This design comes from an exercise in tuning for small area, a short achievable clock period and few clock cycles on the open sky130 flow, not from production work.
Function was checked by simulation only, so behaviour that the tests miss may differ from the original.
Power and IR drop assume default switching activity.

**config.mk**
```make
export PLATFORM = sky130hd
export DESIGN_NAME = tlvcrc16
export DESIGN_NICKNAME = tlvcrc16
export VERILOG_FILES = /design/flow/design.v
export SDC_FILE = /design/flow/constraint.sdc
export NUM_CORES = 4
export LEC_CHECK = 0
export CAP_MARGIN = 20
export CORE_MARGIN = 2
export CORE_UTILIZATION = 45
export CTS_CLUSTER_DIAMETER = 100
export CTS_CLUSTER_SIZE = 30
export SETUP_SLACK_MARGIN = 4.6
export SLEW_MARGIN = 20
```
**constraint.sdc**
```tcl
create_clock -name core_clock -period 10.0 [get_ports {clk}]
set_input_delay 2.0000 -clock core_clock [delete_from_list [all_inputs] [get_ports {clk}]]
set_output_delay 2.0000 -clock core_clock [all_outputs]
set_load 0.01 [all_outputs]
```
**design.v**
```verilog
module tlvcrc16 (
    input  wire        clk,
    input  wire        rst,
    input  wire        bus_req,
    input  wire        bus_we,
    input  wire [12:0] bus_addr,
    input  wire [1:0]  bus_size,
    input  wire [31:0] bus_wdata,
    output reg         bus_ack,
    output reg         bus_err,
    output reg  [31:0] bus_rdata
);
    localparam E_VALUE_TOO_LONG = 4'd1;
    localparam E_ILLEGAL        = 4'd2;
    localparam E_SEQUENCE       = 4'd3;
    localparam E_INVALID_TAG    = 4'd4;
    localparam E_OVERFLOW       = 4'd5;
    localparam OP_NOP       = 4'h0;
    localparam OP_CLEAR     = 4'h1;
    localparam OP_CRC_INIT  = 4'h2;
    localparam OP_CRC_BYTE  = 4'h3;
    localparam OP_CRC_EMIT  = 4'h4;
    localparam OP_FLD_OPEN  = 4'h5;
    localparam OP_FLD_BYTE  = 4'h6;
    localparam OP_FLD_CLOSE = 4'h7;
    localparam OP_CMP_OPEN  = 4'h8;
    localparam OP_CMP_CLOSE = 4'h9;
    localparam OP_OUT_BYTE  = 4'hA;
    reg [15:0] crc;
    reg        fopen;
    reg [15:0] ftag;
    reg [6:0]  flen;
    reg        copen;
    reg [15:0] ctag;
    reg [6:0]  clen;
    reg [8:0]  olen;
    reg        fault;
    reg [3:0]  errcode;
    reg [31:0] errcmd;
    reg [2:0]  ph;         
    reg [7:0]  rbyte;      
    reg [7:0]  ridx_q;
    reg        rvalid;
    reg [8:0]  cpos;       
    reg [8:0]  vpos;       
    reg [15:0] racc;       
    reg        busy;       
    reg [7:0]  fcnt;
    reg [15:0] dfix;
    reg [2047:0] obuf;
    function [15:0] crc_step;
        input [15:0] c;
        input [7:0]  b;
        integer i;
        reg [15:0] r;
        begin
            r = c ^ {b, 8'h00};
            for (i = 0; i < 8; i = i + 1)
                r = r[15] ? ((r << 1) ^ 16'h1021) : (r << 1);
            crc_step = r;
        end
    endfunction
    function [7:0] hex_char;
        input [3:0] n;
        begin
            hex_char = (n <= 4'd9) ? (8'h30 + {4'h0, n}) : (8'h41 + {4'h0, n} - 8'd10);
        end
    endfunction
    function is_digit;
        input [7:0] c;
        begin
            is_digit = (c >= 8'h30) && (c <= 8'h39);
        end
    endfunction
    function [23:0] dec2_tab;
        input [6:0] n;
        begin
            case (n)
                7'd0: dec2_tab = {4'd0, 4'd0, 16'h33C6};
                7'd1: dec2_tab = {4'd0, 4'd1, 16'hF301};
                7'd2: dec2_tab = {4'd0, 4'd2, 16'h872C};
                7'd3: dec2_tab = {4'd0, 4'd3, 16'hBBDB};
                7'd4: dec2_tab = {4'd0, 4'd4, 16'hAA64};
                7'd5: dec2_tab = {4'd0, 4'd5, 16'h3500};
                7'd6: dec2_tab = {4'd0, 4'd6, 16'hBE74};
                7'd7: dec2_tab = {4'd0, 4'd7, 16'h75C6};
                7'd8: dec2_tab = {4'd0, 4'd8, 16'h7066};
                7'd9: dec2_tab = {4'd0, 4'd9, 16'h77D2};
                7'd10: dec2_tab = {4'd1, 4'd0, 16'hA5C2};
                7'd11: dec2_tab = {4'd1, 4'd1, 16'h243A};
                7'd12: dec2_tab = {4'd1, 4'd2, 16'h9143};
                7'd13: dec2_tab = {4'd1, 4'd3, 16'hABF9};
                7'd14: dec2_tab = {4'd1, 4'd4, 16'h8516};
                7'd15: dec2_tab = {4'd1, 4'd5, 16'h7F09};
                7'd16: dec2_tab = {4'd1, 4'd6, 16'hB75E};
                7'd17: dec2_tab = {4'd1, 4'd7, 16'h790D};
                7'd18: dec2_tab = {4'd1, 4'd8, 16'h489F};
                7'd19: dec2_tab = {4'd1, 4'd9, 16'h637F};
                7'd20: dec2_tab = {4'd2, 4'd0, 16'h8F2D};
                7'd21: dec2_tab = {4'd2, 4'd1, 16'h20BF};
                7'd22: dec2_tab = {4'd2, 4'd2, 16'h347F};
                7'd23: dec2_tab = {4'd2, 4'd3, 16'h3ED4};
                7'd24: dec2_tab = {4'd2, 4'd4, 16'hCBB0};
                7'd25: dec2_tab = {4'd2, 4'd5, 16'h7446};
                7'd26: dec2_tab = {4'd2, 4'd6, 16'h47B9};
                7'd27: dec2_tab = {4'd2, 4'd7, 16'hA5B7};
                7'd28: dec2_tab = {4'd2, 4'd8, 16'h5768};
                7'd29: dec2_tab = {4'd2, 4'd9, 16'h4B0D};
                7'd30: dec2_tab = {4'd3, 4'd0, 16'h120C};
                7'd31: dec2_tab = {4'd3, 4'd1, 16'h6735};
                7'd32: dec2_tab = {4'd3, 4'd2, 16'hAF04};
                7'd33: dec2_tab = {4'd3, 4'd3, 16'hDC20};
                7'd34: dec2_tab = {4'd3, 4'd4, 16'h0F5B};
                7'd35: dec2_tab = {4'd3, 4'd5, 16'h83AE};
                7'd36: dec2_tab = {4'd3, 4'd6, 16'h0317};
                7'd37: dec2_tab = {4'd3, 4'd7, 16'hC3F8};
                7'd38: dec2_tab = {4'd3, 4'd8, 16'hC508};
                7'd39: dec2_tab = {4'd3, 4'd9, 16'h6F4D};
                7'd40: dec2_tab = {4'd4, 4'd0, 16'h8F77};
                7'd41: dec2_tab = {4'd4, 4'd1, 16'hD1B4};
                7'd42: dec2_tab = {4'd4, 4'd2, 16'hD0C2};
                7'd43: dec2_tab = {4'd4, 4'd3, 16'h4E91};
                7'd44: dec2_tab = {4'd4, 4'd4, 16'h34A1};
                7'd45: dec2_tab = {4'd4, 4'd5, 16'h7F2E};
                7'd46: dec2_tab = {4'd4, 4'd6, 16'hE77F};
                7'd47: dec2_tab = {4'd4, 4'd7, 16'h1828};
                7'd48: dec2_tab = {4'd4, 4'd8, 16'h02E3};
                7'd49: dec2_tab = {4'd4, 4'd9, 16'hD134};
                7'd50: dec2_tab = {4'd5, 4'd0, 16'hD3B5};
                7'd51: dec2_tab = {4'd5, 4'd1, 16'h355E};
                7'd52: dec2_tab = {4'd5, 4'd2, 16'hB8D3};
                7'd53: dec2_tab = {4'd5, 4'd3, 16'h69B4};
                7'd54: dec2_tab = {4'd5, 4'd4, 16'hB204};
                7'd55: dec2_tab = {4'd5, 4'd5, 16'hC25E};
                7'd56: dec2_tab = {4'd5, 4'd6, 16'h1700};
                7'd57: dec2_tab = {4'd5, 4'd7, 16'hF580};
                7'd58: dec2_tab = {4'd5, 4'd8, 16'h0F16};
                7'd59: dec2_tab = {4'd5, 4'd9, 16'h5CA0};
                7'd60: dec2_tab = {4'd6, 4'd0, 16'h036F};
                7'd61: dec2_tab = {4'd6, 4'd1, 16'h24BF};
                7'd62: dec2_tab = {4'd6, 4'd2, 16'hEFE2};
                7'd63: dec2_tab = {4'd6, 4'd3, 16'h3093};
                7'd64: dec2_tab = {4'd6, 4'd4, 16'hDE6B};
                7'd65: dec2_tab = {4'd6, 4'd5, 16'h0D2C};
                7'd66: dec2_tab = {4'd6, 4'd6, 16'hC775};
                7'd67: dec2_tab = {4'd6, 4'd7, 16'hE65C};
                7'd68: dec2_tab = {4'd6, 4'd8, 16'hC12D};
                7'd69: dec2_tab = {4'd6, 4'd9, 16'h91CB};
                7'd70: dec2_tab = {4'd7, 4'd0, 16'hF33E};
                7'd71: dec2_tab = {4'd7, 4'd1, 16'hC3FC};
                7'd72: dec2_tab = {4'd7, 4'd2, 16'h896E};
                7'd73: dec2_tab = {4'd7, 4'd3, 16'h9FAD};
                7'd74: dec2_tab = {4'd7, 4'd4, 16'h26AE};
                7'd75: dec2_tab = {4'd7, 4'd5, 16'h0BD8};
                7'd76: dec2_tab = {4'd7, 4'd6, 16'hCA5B};
                7'd77: dec2_tab = {4'd7, 4'd7, 16'hBF9E};
                7'd78: dec2_tab = {4'd7, 4'd8, 16'h5F93};
                7'd79: dec2_tab = {4'd7, 4'd9, 16'h672D};
                7'd80: dec2_tab = {4'd8, 4'd0, 16'h744F};
                7'd81: dec2_tab = {4'd8, 4'd1, 16'h2926};
                7'd82: dec2_tab = {4'd8, 4'd2, 16'hB06D};
                7'd83: dec2_tab = {4'd8, 4'd3, 16'h2B3B};
                7'd84: dec2_tab = {4'd8, 4'd4, 16'h8D24};
                7'd85: dec2_tab = {4'd8, 4'd5, 16'hBA88};
                7'd86: dec2_tab = {4'd8, 4'd6, 16'h1665};
                7'd87: dec2_tab = {4'd8, 4'd7, 16'h4598};
                7'd88: dec2_tab = {4'd8, 4'd8, 16'h45DC};
                7'd89: dec2_tab = {4'd8, 4'd9, 16'h31F5};
                7'd90: dec2_tab = {4'd9, 4'd0, 16'h9A30};
                7'd91: dec2_tab = {4'd9, 4'd1, 16'h3DFA};
                7'd92: dec2_tab = {4'd9, 4'd2, 16'h6848};
                7'd93: dec2_tab = {4'd9, 4'd3, 16'h225F};
                7'd94: dec2_tab = {4'd9, 4'd4, 16'h2A2D};
                7'd95: dec2_tab = {4'd9, 4'd5, 16'hD519};
                7'd96: dec2_tab = {4'd9, 4'd6, 16'h30B7};
                7'd97: dec2_tab = {4'd9, 4'd7, 16'hD924};
                7'd98: dec2_tab = {4'd9, 4'd8, 16'h3F89};
                7'd99: dec2_tab = {4'd9, 4'd9, 16'hC7DA};
                default: dec2_tab = 24'd0;
            endcase
        end
    endfunction
    wire        word_ok  = (bus_size == 2'd2) && (bus_addr[1:0] == 2'b00);
    wire        is_cmd   = (bus_size == 2'd2) && (bus_addr == 13'h0000);
    wire        in_obuf  = bus_addr[12] && (bus_addr[11:10] == 2'b00);
    wire        in_regs  = !bus_addr[12] && (bus_addr[11:6] == 6'd0) &&
                           (bus_addr[5:2] >= 4'd1) && (bus_addr[5:2] <= 4'd8);
    wire        rd_obuf  = !bus_we && word_ok && in_obuf;
    wire [31:0] w      = bus_wdata;
    wire [3:0]  op     = w[31:28];
    wire [7:0]  opb    = w[7:0];
    wire [15:0] opt    = w[15:0];
    reg legal;
    always @(*) begin
        case (op)
            OP_NOP, OP_CLEAR, OP_CRC_INIT, OP_CRC_EMIT, OP_FLD_CLOSE, OP_CMP_CLOSE:
                legal = (w[27:0] == 28'd0);
            OP_CRC_BYTE, OP_FLD_BYTE, OP_OUT_BYTE:
                legal = (w[27:8] == 20'd0);
            OP_FLD_OPEN, OP_CMP_OPEN:
                legal = (w[27:16] == 12'd0);
            default:
                legal = 1'b0;
        endcase
    end
    wire tag_ok = is_digit(opt[15:8]) && is_digit(opt[7:0]);
    wire ovf_emit  = (olen > 9'd252);                     
    wire ovf_ftop  = (vpos > 9'd256);                     
    wire vtl_fcmp  = ({1'b0, clen} + {1'b0, flen} > 8'd95);  
    wire ovf_cmp   = (cpos > 9'd256);                     
    wire out_full  = olen[8];                             
    wire flen_max  = (flen == 7'd99);
    reg [3:0] chk;
    always @(*) begin
        chk = 4'd0;
        case (op)
            OP_CRC_EMIT:
                if (fopen || copen)                chk = E_SEQUENCE;
                else if (ovf_emit)                 chk = E_OVERFLOW;
            OP_FLD_OPEN:
                if (fopen)                         chk = E_SEQUENCE;
                else if (!tag_ok)                  chk = E_INVALID_TAG;
            OP_FLD_BYTE:
                if (!fopen)                        chk = E_SEQUENCE;
                else if (flen_max)                 chk = E_VALUE_TOO_LONG;
            OP_FLD_CLOSE:
                if (!fopen)                        chk = E_SEQUENCE;
                else if (copen) begin
                    if (vtl_fcmp)                  chk = E_VALUE_TOO_LONG;
                end else begin
                    if (ovf_ftop)                  chk = E_OVERFLOW;
                end
            OP_CMP_OPEN:
                if (copen || fopen)                chk = E_SEQUENCE;
                else if (!tag_ok)                  chk = E_INVALID_TAG;
            OP_CMP_CLOSE:
                if (!copen || fopen)               chk = E_SEQUENCE;
                else if (ovf_cmp)                  chk = E_OVERFLOW;
            OP_OUT_BYTE:
                if (fopen || copen)                chk = E_SEQUENCE;
                else if (out_full)                 chk = E_OVERFLOW;
            default:
                chk = 4'd0;
        endcase
    end
    wire is_clear = (w == 32'h10000000);
    wire cmd      = bus_req && bus_we && is_cmd && !busy;
    wire exec     = cmd && !fault && legal && (chk == 4'd0);
    wire raise    = cmd && !fault && !(legal && (chk == 4'd0));
    wire fix_cond  = !fault && (fopen || copen) && (op == OP_CRC_INIT || op == OP_CRC_BYTE);
    wire fix_start = bus_req && bus_we && !busy && fix_cond;
    wire [6:0]  hlen = fopen ? flen : clen;           
    wire [15:0] htag = fopen ? ftag : ctag;
    wire [23:0] tab  = dec2_tab(hlen);
    wire [31:0] hdr  = {htag, 4'h3, tab[23:20], 4'h3, tab[19:16]};
    wire [31:0] hexs = {hex_char(crc[15:12]), hex_char(crc[11:8]),
                        hex_char(crc[7:4]), hex_char(crc[3:0])};
    wire [31:0] quad = (fopen || copen) ? hdr : hexs;
    wire [8:0]  hpos = (fopen && copen) ? cpos : olen;
    localparam RB = 3;                  
    localparam RL = 1 << RB;
    localparam NR = 256 / RL;
    wire [RB-1:0] ph_n = ph + 1'b1;
    wire op_b1  = (op == OP_FLD_BYTE) || (op == OP_OUT_BYTE);
    wire op_b4  = (op == OP_FLD_CLOSE) || (op == OP_CMP_CLOSE) || (op == OP_CRC_EMIT);
    wire wen    = exec && (op_b1 || op_b4);
    wire [8:0]    wpos = (op == OP_FLD_BYTE) ? vpos : hpos;
    wire [RB-1:0] wq   = wpos[RB-1:0] - ph_n;      
    wire [1:0]    wr   = wq[1:0];
    wire [8-RB:0] wk   = wpos[8:RB];               
    wire [7:0]  wb0 = op_b1 ? opb : quad[31:24];
    wire [7:0]  wb1 = quad[23:16];
    wire [7:0]  wb2 = quad[15:8];
    wire [7:0]  wb3 = quad[7:0];
    reg  [7:0]  lane [0:3];
    always @(*) begin
        case (wr)
            2'd0: begin lane[0] = wb0; lane[1] = wb1; lane[2] = wb2; lane[3] = wb3; end
            2'd1: begin lane[0] = wb3; lane[1] = wb0; lane[2] = wb1; lane[3] = wb2; end
            2'd2: begin lane[0] = wb2; lane[1] = wb3; lane[2] = wb0; lane[3] = wb1; end
            default: begin lane[0] = wb1; lane[1] = wb2; lane[2] = wb3; lane[3] = wb0; end
        endcase
    end
    reg [RL-1:0] sa, sb;
    reg [RB-1:0] sj;
    reg [RB:0]   so;
    reg          st;
    integer q;
    always @(*) begin
        for (q = 0; q < RL; q = q + 1) begin
            sj = q[RB-1:0] - wq;
            so = {1'b0, wpos[RB-1:0]} + {1'b0, sj};
            st = wen && (op_b4 ? (sj < 3'd4) : (sj == 3'd0));
            sa[q] = st && !so[RB];
            sb[q] = st && so[RB];
        end
    end
    genvar gk, gq;
    generate
        for (gk = 0; gk < NR; gk = gk + 1) begin : ow
            wire sel_a = (wk == gk);
            wire sel_b;
            if (gk > 0) begin : nb
                assign sel_b = (wk == gk - 1);
            end else begin : fb
                assign sel_b = 1'b0;
            end
            for (gq = 0; gq < RL; gq = gq + 1) begin : ob
                wire [7:0] wd = (gq % 2) ? lane[gq % 4] : ~lane[gq % 4];
                always @(posedge clk)
                    obuf[(RL*gk+gq)*8 +: 8] <= ~(((sel_a && sa[gq]) || (sel_b && sb[gq])) ?
                                                 wd : obuf[(RL*gk+(gq+1)%RL)*8 +: 8]);
            end
        end
    endgenerate
    always @(posedge clk) begin
        if (rst) ph <= {RB{1'b0}};
        else     ph <= ph_n;
    end
    always @(posedge clk) begin
        rbyte  <= cmask ? cbyte : 8'd0;
        ridx_q <= cidx;
        rvalid <= !rst && !(bus_req && bus_we);
    end
    wire [7:0]    ridx  = bus_addr[9:2];
    wire          nxt   = (ridx[RB-1:0] == ph);
    wire [7-RB:0] cring = ridx[7:RB] + {{(7-RB){1'b0}}, nxt && (ph == {RB{1'b1}})};
    wire [7:0]    cidx  = {cring, ph_n};
    wire [7:0]    cbyte = ~obuf[({cring, {RB{1'b0}}} + 1) * 8 +: 8];    
    wire          cmask = ({1'b0, cidx} < olen);
    wire          hit   = rvalid && (ridx == ridx_q);
    reg [31:0] regv;
    always @(*) begin
        case (bus_addr[5:2])
            4'd1: regv = {24'd0, errcode, 1'b0, fault, copen, fopen};
            4'd2: regv = {16'd0, crc};
            4'd3: regv = {23'd0, olen};
            4'd4: regv = {25'd0, flen};
            4'd5: regv = {25'd0, clen};
            4'd6: regv = {16'd0, ftag};
            4'd7: regv = {16'd0, ctag};
            default: regv = errcmd;
        endcase
    end
    always @(*) begin
        if (busy)
            bus_ack = (fcnt == 8'd0);
        else
            bus_ack = bus_we ? !fix_cond : !(bus_addr[12] && !hit);
        if (bus_we)
            bus_err = !is_cmd;
        else
            bus_err = !(word_ok && (in_regs || in_obuf));
        if (bus_addr[12])
            bus_rdata = {24'd0, rbyte};
        else
            bus_rdata = regv;
    end
    wire [15:0] crc_b    = crc_step(crc, opb);
    wire [15:0] racc_b   = crc_step(racc, opb);
    wire [15:0] racc_base = copen ? racc : crc;
    wire [15:0] racc_open = crc_step(crc_step(crc_step(crc_step(racc_base, opt[15:8]), opt[7:0]), 8'h00), 8'h00);
    wire [15:0] racc_y   = racc ^ tab[15:0];
    wire [8:0]  kfix     = (fopen ? vpos : cpos) - olen;
    reg [15:0] crc_n;
    always @(*) begin
        crc_n = crc;
        if (exec) begin
            case (op)
                OP_CRC_INIT: crc_n = 16'hFFFF;
                OP_CRC_BYTE: crc_n = crc_b;
                default: ;
            endcase
        end
    end
    always @(posedge clk) begin
        if (rst || (cmd && is_clear)) begin
            crc     <= 16'hFFFF;
            fopen   <= 1'b0;
            ftag    <= 16'h0000;
            flen    <= 7'd0;
            copen   <= 1'b0;
            ctag    <= 16'h0000;
            clen    <= 7'd0;
            olen    <= 9'd0;
            fault   <= 1'b0;
            errcode <= 4'd0;
            errcmd  <= 32'd0;
            busy    <= 1'b0;
        end else if (busy) begin
            if (fcnt == 8'd0) begin
                busy <= 1'b0;
                racc <= racc ^ dfix;
            end else begin
                fcnt <= fcnt - 8'd1;
                dfix <= crc_step(dfix, 8'h00);
            end
        end else begin
            if (fix_start) begin
                busy <= 1'b1;
                fcnt <= kfix[7:0];
                dfix <= crc ^ crc_n;
            end
            if (raise) begin
                fault   <= 1'b1;
                errcode <= legal ? chk : E_ILLEGAL;
                errcmd  <= w;
            end
            if (exec) begin
                crc <= crc_n;
                case (op)
                    OP_CRC_EMIT:
                        olen <= olen + 9'd4;
                    OP_FLD_OPEN: begin
                        fopen <= 1'b1;
                        ftag  <= opt;
                        flen  <= 7'd0;
                        racc  <= racc_open;
                        vpos  <= (copen ? cpos : olen) + 9'd4;
                    end
                    OP_FLD_BYTE: begin
                        flen <= flen + 7'd1;
                        vpos <= vpos + 9'd1;
                        racc <= racc_b;
                    end
                    OP_FLD_CLOSE: begin
                        fopen <= 1'b0;
                        flen  <= 7'd0;
                        if (copen) begin
                            racc <= racc_y;
                            clen <= clen + flen + 7'd4;
                            cpos <= vpos;
                        end else begin
                            crc  <= racc_y;
                            olen <= vpos;
                        end
                    end
                    OP_CMP_OPEN: begin
                        copen <= 1'b1;
                        ctag  <= opt;
                        clen  <= 7'd0;
                        racc  <= racc_open;
                        cpos  <= olen + 9'd4;
                    end
                    OP_CMP_CLOSE: begin
                        copen <= 1'b0;
                        clen  <= 7'd0;
                        crc   <= racc_y;
                        olen  <= cpos;
                    end
                    OP_OUT_BYTE: begin
                        olen <= olen + 9'd1;
                        crc  <= crc_b;
                    end
                    default: ;
                endcase
            end
        end
    end
endmodule
```
**run.sh**
```bash
#!/bin/bash
# synth_recipe.tcl (not shown) runs the flow's synth.tcl, then flattens the netlist and writes it again
# the make line also repeats each setting of config.mk as NAME=value (left out here)
make -C /OpenROAD-flow-scripts/flow DESIGN_CONFIG=/design/flow/config.mk WORK_HOME=/design/flow/orfs CLKGATE_MAP_FILE= SYNTH_SCRIPT=/design/flow/synth_recipe.tcl finish
```
==> results.toml, run 1 <==
[power_and_ir_drop]
pwr-share-comb_pct = 17.0
p_clk_share_pct = 28.3
p_int_uw = 11400
ir_drop_mv = 0.187
p_sw_uw = 4990
power.total_uw = 16300
power.leakage_uw = 0.0335
cellPowerDensity_mw_per_mm2 = 161
pwr-share-seq_pct = 54.8
switching_share_pct = 30.5

[logic_synthesis]
synthesis.nets = 8016
async_flop_share_pct = 0
synth_edf_count = 58
synth_cell_types = 89
synth-seq-cells = 2236
yosys_warnings = 2
ys_seq_area_share_pct = 51.2
ys.flop_type = "dfxtp_1"
syn_inst = 7877
syn_area_per_cell_sq_um = 11.2
synthesis.area_sq_mm = 0.0886

[global_route]
first_global_vias = 60600
grt_overflow = 0
track_usage_pct = 32.0
grt_max_degree = 71
grt_pass1_wl_um = 461000
antenna_found_initial = 9

[timing]
relSlewSlack_pct = 20.2
finClkSkew_ps = 58.6
setup-tns-final_ps = 0
final_hold_viol_count = 0
worst_pin_slew_ps = 1190
rsz0062_at_grt = "yes"
drv_slew = 0
fin_crit_sh_pct = 55.9
max_freq_mhz = 179
finalSetupViolCount = 0
min_period_ps = 5590

[detailed_routing]
vias_per_cell = 5.99
drc_errors = 0
drt_iter0_markers = 6879
wl_per_cell_um = 31.3
drt-total-wl_um = 331000
vias = 63200
antenna_left = 0
dr.pass1.iters = 9

[clock_tree]
cts_htree_levels = 3
clkLatencyLatePin_ps = 800
clk_pin_slew_worst_paths_ps = 120
clockBufferDepth = 3
ctsHoldBuffers = 0
cts_root_buf = "clkbuf_16"
cts_tree = "built"
cts_sinks = 2236
numCtsBuffers = 88

[cells_and_area]
area_growth_pct = 14.6
nNetsFinal = 8046
nFillCells = 17000
drive_gt1_share_pct = 15.9

[critical_path]
arrival_ps = 3590
critPathCaptureType = "output pin"
max_stage_delay_ps = 350
start_kind = "input pin"
path_cells = "buf_8, buf_12, buf_6, xnor2_2, nand4_1, nor4_2, and3_1, o21ai_2, o21ai_2, buf_6"
path_class = "input pin to output pin"
crit_slowest_cell = "nor4_2"
required_ps = 8000
crit_path_max_fanout = 6

[job]
maxCapViolations = 0

[place]
gp_congestion = 0.944
portBuffers = 84
dp_hpwl_um = 190000

[floorplan]
die_w_um = 448
fp.dieArea_sq_mm = 0.200
core_area_sq_mm = 0.195
start_util_pct = 45.4
rows = 162
io_pins = 85
die_h_um = 448

[run_status]
outcome = "complete, no violations"

[hold_path]
min_path_type = "flop to flop"
## power groups by stage
stage | sequential [uW] | clock, uW | combinational (uW)
after floorplan | 9150 | 0 | 1050
after global placement | 9150 | 0 | 2330
after detailed placement | 9150 | 0 | 2330
after CTS | 8950 | 4660 | 2650
after global routing | 8950 | 4950 | 2740
final | 8950 | 4620 | 2770
## timing repair
action                     4_1_cts  5_1_grt
gates resized for setup        354       67
gates cloned                    29        1
pin swaps                      163       40
buffers inserted               208       12
setup endpoints to repair     2247     2019
## cells in the final DEF (no fill, tap or decap), drive strengths merged, types with 40 or more instances in the layout
| cell type | Yosys | layout |
|---|---|---|
| xor2 | 86 | 86 |
| nor2 | 633 | 633 |
| xnor2 | 167 | 167 |
| ha | 80 | 80 |
| edfxtp | 58 | 58 |
| buf | 87 | 425 |
| inv | 75 | 82 |
| clkbuf | 474 | 101 |
| o21ai | 183 | 183 |
| mux4 | 73 | 73 |
| a21oi | 435 | 437 |
| mux2i | 2147 | 2147 |
| nand3 | 62 | 63 |
| nor3 | 81 | 81 |
| a31oi | 47 | 47 |
| nand2 | 415 | 417 |
| and3 | 40 | 40 |
| dfxtp | 2178 | 2178 |
## flip-flops by register name, summed over array words and instances, names as in the netlist, 3 cells and up
register  cells
clen          7
cpos          9
crc          16
ctag         16
dfix         16
errcmd       32
errcode       3
fcnt          8
flen          7
ftag         16
obuf       2048
olen          9
ph            3
racc         16
rbyte         8
ridx_q        8
vpos          9
## critical path: cells and delay by family
kind,cells,cell delay (ps)
AO/OA/AOI/OAI,2,280
XOR/XNOR,1,120
buffers and inverters,4,500
AND/OR/NAND/NOR,3,680
## final cells by class
type / count / area [sq um] / share of cell area (%)
multi-input combinational: 5011 / 43700 / 43.0
timing repair buffer: 493 / 6400 / 6.30
sequential: 2236 / 45300 / 44.6
inverter: 77 / 307 / 0.302
clock buffer: 97 / 2300 / 2.26
tap: 2624 / 3280 / 3.23
antenna: 2 / 5.00 / 0.00493
clock inverter: 16 / 282 / 0.277
## cell usage after synthesis, types with 16 or more instances
library cell,n,share of area (%)
nor4_1,20,0.14
o211ai_1,30,0.25
or3_1,34,0.24
nor2b_1,21,0.15
clkbuf_1,473,2.0
a22oi_1,21,0.18
o21ai_0,170,0.96
nand2b_1,21,0.15
and3_1,40,0.28
nor3b_1,17,0.14
and2_1,17,0.12
mux2_2,19,0.24
buf_1,34,0.14
nor2_2,54,0.38
dfxtp_1,2178,49
a21oi_1,435,2.5
inv_1,75,0.32
edfxtp_1,58,2.0
nor2_4,189,2.4
a211oi_1,27,0.23
nand3_1,61,0.34
nor3_1,77,0.43
nand2_1,414,1.8
a311oi_1,16,0.16
ha_1,80,1.1
o22ai_1,19,0.13
a222oi_1,24,0.27
o21a_1,21,0.18
nor2_1,390,1.7
a221oi_1,33,0.33
buf_2,39,0.22
mux2i_1,2146,24
mux4_2,73,1.9
a31oi_1,47,0.33
xor2_1,86,0.85
xnor2_1,167,1.7
## routing by layer
metal  wire, um  global-route usage (%)  part of all wire [%]
met4      18300                    15.0                   5.5
met5         10                       0                0.0030
met3      26400                    5.73                   8.0
met1     140000                    43.3                    42
met2     146000                    49.6                    44
## through the flow
| stage | hold slack (ps) | setup slack, ps | cells | area (sq um) | util [%] |
|---|---|---|---|---|---|
| 2_1_floorplan | 387 | 4380 | 7877 | 90600 | - |
| 3_3_place_gp | 388 | 2080 | 10200 | 94200 | 48.2 |
| 3_5_place_dp | 392 | 2020 | 10200 | 94200 | 48.3 |
| 4_1_cts | 365 | 4340 | 10500 | 101000 | 51.8 |
| 5_1_grt | 380 | 4340 | 10600 | 102000 | 52.0 |
| 6_report | 376 | 4410 | 10600 | 102000 | 52.0 |
## logic make-up (layout without fill, tap and decap cells)
kind of cell | count (synthesis) | count (layout) | synth area share, %
XOR/XNOR | 254 | 254 | 2.53
buffers and inverters | 638 | 683 | 2.82
AO/OA/AOI/OAI | 1010 | 1015 | 7.06
flip-flops | 2236 | 2236 | 51.2
adder cells (fa/ha/maj) | 89 | 89 | 1.32
AND/OR/NAND/NOR | 1411 | 1414 | 8.74
multiplexers | 2239 | 2239 | 26.4
other | 0 | 2 | 0
## worst paths after layout
| kind | startpoint | end | slack (ps) | cells after the start |
|---|---|---|---|---|
| setup / recovery | bus_addr[2] | bus_ack | 4410 | 10 |
| hold / removal | obuf[110] | obuf[102] | 380 | 1 |
| setup reg to reg | fopen | racc[1] | 4620 | 13 |
| hold reg to reg | obuf[110] | obuf[102] | 380 | 1 |
Testbench counts, summed over its fixed seeds: cycles 13,614.
==> inputs of run 2 (changes only) <==
--- a/design.v
+++ b/design.v
@@ -332,12 +332,12 @@
     reg [31:0] regv;
     always @(*) begin
-        case (bus_addr[5:2])
-            4'd1: regv = {24'd0, errcode, 1'b0, fault, copen, fopen};
-            4'd2: regv = {16'd0, crc};
-            4'd3: regv = {23'd0, olen};
-            4'd4: regv = {25'd0, flen};
-            4'd5: regv = {25'd0, clen};
-            4'd6: regv = {16'd0, ftag};
-            4'd7: regv = {16'd0, ctag};
+        case (bus_addr[4:2])
+            3'd1: regv = {24'd0, errcode, 1'b0, fault, copen, fopen};
+            3'd2: regv = {16'd0, crc};
+            3'd3: regv = {23'd0, olen};
+            3'd4: regv = {25'd0, flen};
+            3'd5: regv = {25'd0, clen};
+            3'd6: regv = {16'd0, ftag};
+            3'd7: regv = {16'd0, ctag};
             default: regv = errcmd;
         endcase
--- a/config.mk
+++ b/config.mk
@@ -8,7 +8,5 @@
 export CAP_MARGIN = 20
 export CORE_MARGIN = 2
-export CORE_UTILIZATION = 45
-export CTS_CLUSTER_DIAMETER = 100
-export CTS_CLUSTER_SIZE = 30
+export CORE_UTILIZATION = 40
 export SETUP_SLACK_MARGIN = 4.6
 export SLEW_MARGIN = 20
==> run 2 against run 1 <==
Against the previous run:
- synthesized area grew 0.92%
- hold slack worse by 4.2 ps
- first-iteration DRC count up 14%
- worst setup slack gained 47 ps
- flip-flop and latch count did not move
- highest routed layer unchanged
- still clean
- critical endpoint unchanged
- synthesized cell count increased by 2.0%
- clock skew up 11 ps
- routed wire length is 0.45% lower
- via count up 2.6%
- combinational power increased by 5%
- global-route usage is 4.2 points lower
==> results.toml, run 2 <==
[critical_path]
crit_path_frequent_cell = "buf_12"
start_kind = "input pin"
crit_path_max_fanout = 4
max_stage_delay_ps = 310
path_class = "input pin to output pin"
arrival_ps = 3540
required_ps = 8000
crit_slowest_cell = "o41ai_2"
path_cells = "buf_12, buf_12, buf_6, xor2_1, nor4_1, nand3_1, o41ai_2, nor2_1, o21ai_1, buf_2"
critPathCaptureType = "output pin"

[power_and_ir_drop]
cellPowerDensity_mw_per_mm2 = 195
power.total_uw = 20600
power.leakage_uw = 0.0482
ir_drop_mv = 0.227

[detailed_routing]
drc_errors = 0
met3_length_um = 29000
top_layer_used = "met5"
vias_per_cell = 5.78
dr_wl_met2_um = 142000
antenna_left = 0
wl_met1_um = 144000
wl_per_cell_um = 29.3
drt-total-wl_um = 329000
vias = 64900
dr.pass1.iters = 8
drt_iter0_markers = 7865

[logic_synthesis]
ys_seq_area_share_pct = 50.7
yosysMostFrequentCell = "dfxtp_1"
syn_area_per_cell_sq_um = 11.1
synth_edf_count = 58
synthTopCellsByArea = "dfxtp_1 49%, mux2i_1 24%, nand2_1 2.2%"
syn_inst = 8037
synth_cell_types = 102
ys.flop_type = "dfxtp_1"
async_flop_share_pct = 0
synth_common_cells = "2,178 x dfxtp_1, 2,140 x mux2i_1, 534 x nand2_1"
netlist.area_leader.share_pct = 48.8
synth-seq-cells = 2236
synthesis.area_sq_mm = 0.0894
synthesis.nets = 8176
yosys_warnings = 2
yosys.area.top_type = "dfxtp_1"

[floorplan]
die_h_um = 477
fp.dieArea_sq_mm = 0.227
start_util_pct = 40.2
io_pins = 85
die_w_um = 477
core_area_sq_mm = 0.222
rows = 173

[clock_tree]
numCtsBuffers = 223
clk_pin_slew_worst_paths_ps = 60
cts_tree = "built"
cts_htree_levels = 4
ctsHoldBuffers = 0
clkLatencyLatePin_ps = 910
cts_root_buf = "clkbuf_16"
cts_sinks = 2236
clockBufferDepth = 3

[cells_and_area]
layout.cells.non_filler = 11200
final_common_cell = "dfxtp_1"
final_cell_mix = "2,175 x dfxtp_1, 2,122 x mux2i_1, 519 x nand2_1"
drive_gt1_share_pct = 16.6
largestRegisters = "obuf x2048, errcmd x32"
area_growth_pct = 17.9
nNetsFinal = 8199
fin_area_sq_mm = 0.105
regMostFlops = "obuf"
largest_register_ffs = 2048

[global_route]
first_global_vias = 63000
antenna_found_initial = 8
grt_max_degree = 74
grt_pass1_wl_um = 466000
grt_overflow = 0
track_usage_pct = 27.8

[place]
dp_hpwl_um = 190000
gp_congestion = 0.926
dp_cells = 10700
pre_cts_slack_ps = 1650
post_dp_cell_area_sq_mm = 0.0946
portBuffers = 84

[timing]
drv_slew = 0
finClkSkew_ps = 69.3
worst_pin_slew_ps = 1210
relSlewSlack_pct = 18.9
finalSetupViolCount = 0
fin_crit_sh_pct = 55.4
rsz0062_at_grt = "yes"
min_period_ps = 5540
setup-tns-final_ps = 0
setup_slack_ps = 4460
final_hold_viol_count = 0
max_freq_mhz = 180

[hold_path]
min_path_type = "flop to flop"

[job]
maxCapViolations = 0

[run_status]
outcome = "complete, no violations"
run 2: per-layer routing:
metal,vias up,global-route usage [%]
met4,2,10.7
met1,32600,38.7
met3,698,5.87
met2,3145,42.1
li1,28500,-
met5,-,0.273
run 2: final cells by class:
| type | instances | area (sq um) |
|---|---|---|
| fillers | 20000 | 117000 |
| flip-flops and latches | 2236 | 45300 |
| multi-input cells | 5125 | 44000 |
| clock buffers | 326 | 6530 |
| repair buffers | 375 | 4300 |
| well taps | 2975 | 3720 |
| clock inverters | 84 | 1110 |
| inverters | 97 | 380 |
| diodes | 6 | 15.0 |
| repair inverters | 2 | 13.8 |
run 2: critical path: cells and delay by family:
family	cells	cell delay [ps]
AOI/OAI and AO/OA	2	440
xor gates and xnor gates	1	150
buffers and inverters	4	500
and+or+nand+nor	3	460
run 2: report_power, final:
| part | internal (uW) | total (uW) | switching [uW] |
|---|---|---|---|
| clock network | 5020 | 8710 | 3690 |
| registers | 8950 | 8950 | 4.13 |
| logic | 722 | 2910 | 2190 |
| total | 14700 | 20600 | 5890 |
run 2: per-stage QoR:
stage          utilization, %  hold WS, ps
2_1_floorplan               -          387
3_3_place_gp             42.6          388
3_5_place_dp             42.6          392
4_1_cts                  47.2          367
5_1_grt                  47.4          374
6_report                 47.4          372
run 2: kinds of logic after synthesis:
logic type	synth area share (%)
adder cells (fa/ha/maj)	1.33
buffers and inverters	3.25
multiplexers	26.2
XOR/XNOR	2.46
AND/OR/NAND/NOR	8.96
flip-flops	50.7
AO/OA/AOI/OAI	7.08
run 2: path summary, 6_finish.rpt:
kind               start   endpoint  slack [ps]  cells past startpoint
max          bus_addr[4]    bus_ack        4460                     10
min            obuf[373]  obuf[365]         370                      1
max reg2reg        fopen    crc[11]        4710                     14
min reg2reg    obuf[373]  obuf[365]         370                      1
run 2: what timing repair did:
action                                  in CTS  in global routing
setup buffers                              104                 21
endpoints found under the setup margin    2182               1821
pin swaps                                   46                 44
cloned                                      27                  5
hold endpoints to repair                     0                  0
resized for setup                          383                126
Testbench counts of run 2, summed over its fixed seeds: cycles 13,614.
==> inputs of run 3 (changes only) <==
--- a/config.mk
+++ b/config.mk
@@ -8,5 +8,7 @@
 export CAP_MARGIN = 20
 export CORE_MARGIN = 2
-export CORE_UTILIZATION = 40
+export CORE_UTILIZATION = 45
+export CTS_CLUSTER_DIAMETER = 100
+export CTS_CLUSTER_SIZE = 30
 export SETUP_SLACK_MARGIN = 4.6
 export SLEW_MARGIN = 20
==> run 3 against run 2 <==
Against the previous run:
- still clean
- count of clock-buffer cells in the layout fell by 231
- hold slack worse by 3.1 ps
- sequential share of layout area up 1.8 points
- worst setup slack improved by 40 ps
==> results.toml, run 3 <==
[logic_synthesis]
synth-seq-cells = 2236
synth_top_family_by_area = "multiplexers"
syn_area_per_cell_sq_um = 11.1
yosysMostFrequentCell = "dfxtp_1"
synth-simple-area-share_pct = 8.96
ys.flop_type = "dfxtp_1"
synth_cell_types = 102
async_flop_share_pct = 0
yosys_warnings = 2
synthesis.area_sq_mm = 0.0894
synthAdderAreaFrac_pct = 1.33
yosys.area.top_type = "dfxtp_1"
syn_inst = 8037
synthXorXnorAreaFrac_pct = 2.46
ys_seq_area_share_pct = 50.7
synthTopCellsByArea = "dfxtp_1 49%, mux2i_1 24%, nand2_1 2.2%"
netlist.area_leader.share_pct = 48.8
synth_common_cells = "2,178 x dfxtp_1, 2,140 x mux2i_1, 534 x nand2_1"
synth_edf_count = 58
synthesis.nets = 8176
synth.area.mux_share_pct = 26.2
synth-compound-area-share_pct = 7.08

[cells_and_area]
largest_register_ffs = 2048
final_common_cell = "dfxtp_1"
regMostFlops = "obuf"
final_cell_mix = "2,175 x dfxtp_1, 2,125 x mux2i_1, 518 x nand2_1"
nNetsFinal = 8125
largestRegisters = "obuf x2048, errcmd x32"
area_growth_pct = 13.1
drive_gt1_share_pct = 14.8

[critical_path]
arrival_ps = 3500
rr_startpoint = "fopen"
rrSetupSlack_ps = 4830
r2r-end = "racc[10]"
start_kind = "input pin"
required_ps = 8000
critPathCaptureType = "output pin"
reg2regPathDepth = 11
crit_path_max_fanout = 6
path_class = "input pin to output pin"

[power_and_ir_drop]
power.leakage_uw = 0.0464
cellPowerDensity_mw_per_mm2 = 164
power.total_uw = 16600
ir_drop_mv = 0.174

[timing]
fin_crit_sh_pct = 55.0
rsz0062_at_grt = "yes"
min_period_ps = 5500
final_hold_viol_count = 0
relSlewSlack_pct = 13.9
setup-tns-final_ps = 0
max_freq_mhz = 182
drv_slew = 0
worst_pin_slew_ps = 1290
finalSetupViolCount = 0
finClkSkew_ps = 77.1

[detailed_routing]
drc_errors = 0
wl_per_cell_um = 30.3
vias_per_cell = 6.00
antenna_left = 0
drt-total-wl_um = 323000
drt_iter0_markers = 7716
vias = 63900
dr.pass1.iters = 8

[global_route]
antenna_found_initial = 10
grt_pass1_wl_um = 456000
grt_max_degree = 74
first_global_vias = 61300
track_usage_pct = 30.7
grt_overflow = 0

[clock_tree]
numCtsBuffers = 90
clk_pin_slew_worst_paths_ps = 120
cts_htree_levels = 3
cts_root_buf = "clkbuf_16"
cts_tree = "built"
clockBufferDepth = 3
ctsHoldBuffers = 0
cts_sinks = 2236
clkLatencyLatePin_ps = 810

[floorplan]
die_w_um = 450
die_h_um = 450
fp.dieArea_sq_mm = 0.202
core_area_sq_mm = 0.197
rows = 163
io_pins = 85
start_util_pct = 45.3

[place]
gp_congestion = 0.957
dp_hpwl_um = 189000
portBuffers = 84

[hold_path]
hold_depth = 1
min_from = "obuf[1513]"
hold-path-endpoint = "obuf[1505]"
min_path_type = "flop to flop"

[run_status]
outcome = "complete, no violations"

[job]
maxCapViolations = 0
## run 3: cell count changes in the layout (fill, tap and decap cells not counted), sizes merged, moves of 3 or more
cell	before	now
clkbuf	355	106
buf	294	362
bufinv	19	2
clkinvlp	14	6
clkinv	50	16
clkdlybuf4s50	30	34
dlygate4sd2	7	15
diode	6	3
## run 3: what timing repair did
item                       4_1_cts  5_1_grt
cloned                          30        6
gates resized for setup        403      115
pin swaps                       78       57
buffers inserted               120       49
setup endpoints to repair     2151     1870
## run 3: how the worst max path moves through the flow
stage,slack (ps),end,start
floorplan,4290,obuf[2003],bus_wdata[28]
global placement,1770,obuf[1222],bus_wdata[29]
detailed placement,1630,obuf[836],bus_wdata[29]
CTS,4430,bus_ack,bus_addr[4]
global route,4470,bus_ack,bus_addr[3]
finish,4500,bus_rdata[0],bus_addr[3]
## run 3: per-stage QoR
| stage | setup WS (ps) | hold WS, ps | std cells | utilization, % | instance area, sq um |
|---|---|---|---|---|---|
| 3_3_place_gp | 1770 | 388 | 10300 | 47.7 | 94200 |
| 5_1_grt | 4470 | 379 | 10700 | 51.2 | 101000 |
| 2_1_floorplan | 4290 | 387 | 8037 | - | 91400 |
| 4_1_cts | 4430 | 373 | 10600 | 50.7 | 100000 |
| 6_report | 4500 | 369 | 10700 | 51.2 | 101000 |
| 3_5_place_dp | 1630 | 392 | 10300 | 47.8 | 94400 |
## run 3: power breakdown
part / switching, uW / internal, uW
Sequential: 4.15 / 8940
Combinational: 2150 / 732
Clock: 2950 / 1800
## run 3: logic make-up (layout without fill, tap and decap cells)
kind of cell | count (synthesis) | in the layout
XOR/XNOR | 246 | 246
multiplexers | 2243 | 2243
AND/OR/NAND/NOR | 1508 | 1512
AO/OA/AOI/OAI | 1023 | 1030
adder cells (fa/ha/maj) | 91 | 91
other | 0 | 3
flip-flops | 2236 | 2236
buffers and inverters | 690 | 656
## run 3: area by class of cell
class,count,area [sq um]
Fill cell,17500,96300
Sequential cell,2236,45300
Multi-Input combinational cell,5122,44100
Timing Repair Buffer,438,5260
Tap cell,2640,3300
Clock buffer,95,2320
Clock inverter,25,402
Inverter,97,395
Antenna cell,3,7.51
Timing Repair inverter,1,5.00
## run 3: critical path, cell delays in order
cell and delay (ps):
buf_12 120, buf_12 140, buf_4 140, buf_4 120, mux2_2 290, a31oi_4 200, o21ai_4 110, o22ai_4 130
o21ai_4 80, buf_2 140
## run 3: routing by layer
metal / part of all wire [%] / global-route usage [%]
met5: 0.020 / 0
met4: 4.5 / 12.2
met3: 9.0 / 5.97
met2: 42 / 45.8
met1: 44 / 43.6
==> inputs of run 4 (changes only) <==
--- a/config.mk
+++ b/config.mk
@@ -11,4 +11,4 @@
 export CTS_CLUSTER_DIAMETER = 100
 export CTS_CLUSTER_SIZE = 30
-export SETUP_SLACK_MARGIN = 4.6
+export SETUP_SLACK_MARGIN = 4.8
 export SLEW_MARGIN = 20
==> run 4 against run 3 <==
Against the previous run:
- still clean on timing, DRC and antenna
- cell count rose by 1.3%
- flip-flop and latch count stayed put
- critical path type unchanged
- critical path depth stayed put
- cell area is 3.4% higher
- largest cell class is now multi-input combinational cells
- sequential power is essentially flat
- first-iteration DRC count down 4.1%
- worst setup slack improved by 19 ps
==> results.toml, run 4 <==
[critical_path]
path_class = "input pin to output pin"
max_stage_delay_ps = 390
critPathTopFamily = "simple AND/OR/NAND/NOR gates"
reg2regPathDepth = 8
required_ps = 8000
arrival_ps = 3480
crit_path_max_fanout = 4
start_kind = "input pin"
r2r-end = "obuf[192]"
path_cells = "buf_12, buf_16, or3_4, buf_12, and2_0, nor3_2, a21oi_1, nor2_1, o21ai_2, buf_2"
rr_startpoint = "copen"
cp.buffers_inverters = 4
crit_slowest_cell = "or3_4"
crit_path_frequent_cell = "buf_12"
critPathCaptureType = "output pin"
rrSetupSlack_ps = 4810

[cells_and_area]
largest_register_ffs = 2048
final_util_pct = 53.0
largestRegisters = "obuf x2048, errcmd x32"
regMostFlops = "obuf"
final_cell_mix = "2,175 x dfxtp_1, 2,098 x mux2i_1, 465 x nand2_1"
nFillCells = 17000
nNetsFinal = 8253
final_common_cell = "dfxtp_1"
area_growth_pct = 17.0
multi_input_area_sq_mm = 0.0456
final-seq-area_sq_mm = 0.0453
drive_gt1_share_pct = 19.2

[detailed_routing]
vias_per_cell = 6.00
wl_per_cell_um = 30.7
antenna_left = 0
top_layer_used = "met5"
wl_met1_um = 144000
dr_wl_met2_um = 142000
drc_errors = 0
drt_iter0_markers = 7396
met3_length_um = 30400
dr.pass1.iters = 7
vias = 64800
drt-total-wl_um = 331000

[hold_path]
min_from = "obuf[226]"
hold-path-endpoint = "obuf[218]"
hold_depth = 1
min_path_type = "flop to flop"

[timing]
min_period_ps = 5480
finClkSkew_ps = 47.6
setup-tns-final_ps = 0
max_freq_mhz = 182
rsz0062_at_grt = "yes"
drv_slew = 0
fin_crit_sh_pct = 54.8
final_hold_viol_count = 0
worst_pin_slew_ps = 1330
relSlewSlack_pct = 10.7
setup_slack_ps = 4520
whs_ps = 383
finalSetupViolCount = 0

[clock_tree]
clockBufferDepth = 3
cts_tree = "built"
cts_htree_levels = 3
clkLatencyLatePin_ps = 800
ctsHoldBuffers = 0
cts_root_buf = "clkbuf_16"
cts_sinks = 2236
numCtsBuffers = 91
clk_pin_slew_worst_paths_ps = 120

[power_and_ir_drop]
ir_drop_mv = 0.147
power.leakage_uw = 0.0481
power.total_uw = 16800
cellPowerDensity_mw_per_mm2 = 160

[logic_synthesis]
synth-compound-area-share_pct = 7.08
synthesis.nets = 8176
synth_top_family_by_area = "multiplexers"
synth_cell_types = 102
synthesis.area_sq_mm = 0.0894
synth-simple-area-share_pct = 8.96
ys.flop_type = "dfxtp_1"
synthXorXnorAreaFrac_pct = 2.46
synth-seq-cells = 2236
async_flop_share_pct = 0
yosys_warnings = 2
synth_common_cells = "2,178 x dfxtp_1, 2,140 x mux2i_1, 534 x nand2_1"
syn_area_per_cell_sq_um = 11.1
synthAdderAreaFrac_pct = 1.33
syn_inst = 8037
ys_seq_area_share_pct = 50.7
yosysMostFrequentCell = "dfxtp_1"
netlist.area_leader.share_pct = 48.8
synthTopCellsByArea = "dfxtp_1 49%, mux2i_1 24%, nand2_1 2.2%"
yosys.area.top_type = "dfxtp_1"
synth_edf_count = 58
synth.area.mux_share_pct = 26.2

[place]
portBuffers = 84
gp_congestion = 0.929
dp_hpwl_um = 197000
pre_cts_slack_ps = 1880

[floorplan]
fp.dieArea_sq_mm = 0.202
die_w_um = 450
rows = 163
start_util_pct = 45.3
io_pins = 85
die_h_um = 450
core_area_sq_mm = 0.197

[run_status]
outcome = "complete, no violations"

[global_route]
grt_overflow = 0
first_global_vias = 62400
grt_max_degree = 74
grt_pass1_wl_um = 463000
track_usage_pct = 31.1
antenna_found_initial = 9

[job]
maxCapViolations = 0
run 4: cell counts after synthesis:
Identical to the previous run, type by type.
run 4: metrics by stage:
stage / std cells / area (sq um)
3_5_place_dp: 10400 / 94900
6_report: 10800 / 105000
3_3_place_gp: 10400 / 94800
2_1_floorplan: 8037 / 91800
5_1_grt: 10800 / 105000
4_1_cts: 10700 / 102000
run 4: per-layer routing:
layer / track usage, % / vias to the layer above
li1: - / 28400
met3: 6.53 / 709
met2: 46.9 / 3172
met4: 12.1 / 10
met5: 0 / -
met1: 43.5 / 32500
run 4: layout make-up:
type	count	area share (%)
multi-input combinational	5122	43.6
sequential	2236	43.4
timing repair buffer	566	6.83
tap	2640	3.16
clock buffer	105	2.33
inverter	97	0.374
clock inverter	24	0.341
antenna	7	0.0167
run 4: logic make-up (layout without fill, tap and decap cells):
group | after synthesis | count (layout)
other | 0 | 7
muxes | 2243 | 2243
DFF | 2236 | 2236
buffers and inverters | 690 | 792
AOI/OAI and AO/OA | 1023 | 1031
xor gates and xnor gates | 246 | 246
adders and majority gates | 91 | 91
and+or+nand+nor | 1508 | 1511
run 4: worst max-delay path by stage:
stage | startpoint | to | slack, ps | cells past startpoint
6_report | bus_addr[4] | bus_err | 4520 | 10
3_3_place_gp | bus_wdata[29] | obuf[1582] | 1940 | 14
5_1_grt | bus_addr[4] | bus_err | 4390 | 10
4_1_cts | bus_addr[4] | bus_err | 4480 | 10
2_1_floorplan | bus_wdata[28] | obuf[2003] | 4290 | 19
3_5_place_dp | bus_wdata[29] | obuf[121] | 1880 | 15
run 4: what timing repair did:
item                                     CTS  global route
pin swaps                                 98            97
cloned                                    34            14
setup buffers                            156            90
endpoints found under the setup margin  2225          1954
gates resized for setup                  547           392
run 4: report_power, final:
group          total (uW)  internal [uW]  switching [uW]
logic                3020            829            2190
registers            8950           8940            4.81
clock network        4790           1840            2960

==> re-timing with driven ports <==
How much do the figures lean on ideal ports? The routed layouts below were timed once more, with nothing changed but the port constraints. Step 1 assumes that a clkbuf_16 drives the clock port and a buf_2 every other input. Step 2 adds t to the input delays and takes it off the output delays; t is the mean of the earliest and latest rising clock arrival at the registers after step 1. Input paths then give back, and output paths get back, about the clock's delay inside the block. Three values: ideal ports, drivers, drivers and shift; two values: the first two.
run	t, ns	setup WS [ns]	clock arrival spread, ns	slew at the worst register clock pin (ns)	cell pins on the clock port's net
run 1	0.847	4.412 / 4.317 / 3.684	0.075 / 0.074	0.12 / 0.12	1
run 2	0.968	4.459 / 4.410 / 3.567	0.076 / 0.076	0.07 / 0.07	1
run 3	0.861	4.500 / 4.435 / 3.727	0.080 / 0.081	0.12 / 0.12	1
run 4	0.869	4.518 / 4.436 / 3.899	0.056 / 0.056	0.12 / 0.12	1
After both steps every run listed still meets setup and hold. For run 2, which loses most, drivers alone change the setup slack by -0.049 ns; drivers and shift together by -0.892 ns.
